Background: an optimization exercise with open tools, aiming at small area, a short achievable clock period and few clock cycles per item. Do not read the settings as production practice.
Function was checked by simulation only, so behaviour that the tests miss may differ from the original.

## job 101
Design aes_ecb_core, start of the top module:
module aes_ecb_core (
  input              clk,
  input              rst,         
  input              key_load,    
  input      [1:0]   key_len,
  input      [255:0] key_in,
  input              blk_start,   
  input              decrypt,     
  input      [127:0] blk_in,
  output             ready,
  output reg         done,        
  output     [127:0] blk_out
);
Size: ~11000 cells after synthesis, roughly 520 I/O pins.
export LEC_CHECK = 0
export CAP_MARGIN = 20
export CORE_MARGIN = 2
export CORE_UTILIZATION = 55
export CTS_BUF_LIST = sky130_fd_sc_hd__clkbuf_8
export CTS_CLUSTER_SIZE = 20
export PLACE_DENSITY = 0.7
export SLEW_MARGIN = 20
export SYNTH_HIERARCHICAL = 1
create_clock -name core_clock -period 11.0 [get_ports {clk}]
standard.sh (not shown) runs the stock make flow with config.mk's settings and CLKGATE_MAP_FILE= SYNTH_SCRIPT=/design/flow/synth_recipe.tcl, a recipe that flattens the netlist after the stock synthesis.
==> flow/flow/run.sh <==
#!/bin/bash
set -euo pipefail
export SETUP_SLACK_MARGIN=6.25
bash standard.sh > standard_flow.log 2>&1
Testbench counts of job 101, summed over its fixed seeds: cycles 16,073, items 1,080.
Input changes introduced in job 102 (baseline for comparison: job 101):
Settings: an added SETUP_SLACK_MARGIN of 5.
==> flow/run.sh (new file) <==
#!/bin/bash
# synth_recipe.tcl (not shown) runs the flow's synth.tcl, then flattens the netlist and writes it again
# the make line also repeats each setting of config.mk as NAME=value (left out here)
make -C /OpenROAD-flow-scripts/flow DESIGN_CONFIG=/design/flow/config.mk WORK_HOME=/design/flow/orfs CLKGATE_MAP_FILE= SYNTH_SCRIPT=/design/flow/synth_recipe.tcl finish
removed: flow/flow/run.sh
removed: flow/standard.sh
--- outcome ---
Maximum clock skew at final layout delta (job 102 − job 101): favourable. Job 102 against job 101: layout buffering overhead excluding clock cells dropped 1.1 points, sequential share of layout area has increased.
Input-level comparison between job 103 and job 102:
Settings: removing SETUP_SLACK_MARGIN (formerly 5).
==> flow/flow/run.sh (new file) <==
#!/bin/bash
set -euo pipefail
export SETUP_SLACK_MARGIN=7.0
bash standard.sh > standard_flow.log 2>&1
==> flow/standard.sh (new file) <==
#!/bin/bash
# synth_recipe.tcl (not shown) runs the flow's synth.tcl, then flattens the netlist and writes it again
# the make line also repeats each setting of config.mk as NAME=value (left out here)
make -C /OpenROAD-flow-scripts/flow DESIGN_CONFIG=/design/flow/config.mk WORK_HOME=/design/flow/orfs CLKGATE_MAP_FILE= SYNTH_SCRIPT=/design/flow/synth_recipe.tcl "${@:-finish}"
removed: flow/run.sh
Findings:
Ran to the end and failed final checks on max-capacitance violations, max-slew violations: job 103. In job 103 the global routing usage summed across all routing layers turned out 4.2 points higher than in job 102. Looking at time the worst path needs with I/O delays and setup, job 103 sits 0.87 ns lower than job 102 does. Of job 102 and job 103, job 103 shows the higher global routing usage on met2, with job 102 below it. Looking at clock buffer instance count of the final layout, job 103 sits about 2% lower than job 102 does. Job 103 vs job 102 — fraction of area in registers dropped 7.2 points. Job 102 leaves less setup margin than job 103.

---

== the previous run ==
Starting RTL as in the previous note.
Design aes_ecb_core, start of the top module:
module aes_ecb_core (
  input              clk,
  input              rst,         
  input              key_load,    
  input      [1:0]   key_len,
  input      [255:0] key_in,
  input              blk_start,   
  input              decrypt,     
  input      [127:0] blk_in,
  output             ready,
  output reg         done,        
  output     [127:0] blk_out
);
  reg          ph;        
  reg  [1:0]   klen;      
  reg  [255:0] k0;        
  reg          k0x;       
  reg  [255:0] ke;        
  reg          kev;       
  reg  [127:0] ib;
  reg          ibv;
  reg          ibdec;
  reg  [127:0] x, y, ob;
  reg          xv, yv;
  reg  [127:0] rk;        
  reg          sdec;      
  reg          slast;     
  reg  [3:0]   sdec_c;    
  reg  [3:0]   slast_c;   
  reg  [255:0] kr;        
  reg  [31:0]  ks;        
  reg  [31:0]  kt;        
  reg  [36:0]  kctl;      
  reg  [3:0]   kn;        
  reg          pact;      
  reg          kext;      
  reg          kprep;     
  reg          kph;       
  reg          pdec;      
  reg  [1:0]   pklen;
  reg          ecap;      
  reg          jstart;    
  wire [3:0] knr = (klen == 2'd0) ? 4'd10 : (klen == 2'd1) ? 4'd12 : 4'd14;
  wire [3:0] pnr = (pklen == 2'd0) ? 4'd10 : (pklen == 2'd1) ? 4'd12 : 4'd14;
  wire       last_n = (kn == (pdec ? 4'd0 : pnr));    
  wire [31:0]  t;
  wire [127:0] nw;
  ...
==> flow/config.mk <==
export PLATFORM = sky130hd
export DESIGN_NAME = aes_ecb_core
export DESIGN_NICKNAME = aes_ecb_core
export VERILOG_FILES = /design/flow/design.v
export SDC_FILE = /design/flow/constraint.sdc
export NUM_CORES = 4
export LEC_CHECK = 0
export CAP_MARGIN = 20
export CORE_MARGIN = 2
export CORE_UTILIZATION = 40
export PLACE_DENSITY = 0.55
export SLEW_MARGIN = 20
export SYNTH_HIERARCHICAL = 1
==> flow/constraint.sdc <==
create_clock -name core_clock -period 11.0 [get_ports {clk}]
set_input_delay 2.2000 -clock core_clock [delete_from_list [all_inputs] [get_ports {clk}]]
set_output_delay 2.2000 -clock core_clock [all_outputs]
set_load 0.01 [all_outputs]
==> flow/flow/run.sh <==
#!/bin/bash
set -euo pipefail
export SETUP_SLACK_MARGIN=6.0
bash standard.sh > standard_flow.log 2>&1
The previous run completed every stage of the flow, and the final layout passed the timing, DRC and antenna checks.
Testbench counts of the previous run, summed over its fixed seeds: cycles 16,073, items 1,080.
Changes in the current run relative to the previous run:
Settings: CORE_UTILIZATION now 55, was 40; CTS_CLUSTER_SIZE now 20, previously not set; CTS_BUF_LIST now sky130_fd_sc_hd__clkbuf_8, previously not set; PLACE_DENSITY now 0.7, was 0.55.
==> flow/flow/run.sh <==
#!/bin/bash
set -euo pipefail
export SETUP_SLACK_MARGIN=6.5
bash standard.sh > standard_flow.log 2>&1
Results
ks[16] as the source of the critical timing path was reported by the current run, and ibdec by the previous run. [compare] base=the previous run new=the current run: worst setup slack has increased; number of inverters outside the clock class in the layout has increased; worst setup slack before clock tree synthesis has increased; required time of the critical path has increased; synthesized netlist cell count has remained practically unchanged.

[re-timing with driven ports]
The results above use ideal ports. As a check the final layouts listed here were re-extracted and re-timed, cells and wires unchanged.
Step 1: set_driving_cell puts a clkbuf_16 on clk and a buf_2 on each other input, an assumption about the parent block.
Step 2 adds t to the input delays and takes it off the output delays; t is the mean of the earliest and latest rising clock arrival at the registers after step 1. Input paths then give back, and output paths get back, about the clock's delay inside the block.
Three values: no drivers, after step 1, after step 2; two values: the first two.
run	t, ns	setup WS [ns]	worst setup path at the end
job 101	1.131	6.191 / 6.191 / 5.329	input to register
job 102	1.162	5.253 / 5.253 / 5.219	input to register
job 103	1.153	6.124 / 6.124 / 5.845	input to register
the previous run	0.979	5.900 / 5.900 / 5.233	input to register
the current run	1.162	6.312 / 6.312 / 5.537	input to register
For job 101, which loses most, drivers alone change the setup slack by 0.000 ns; drivers and shift together by -0.862 ns.
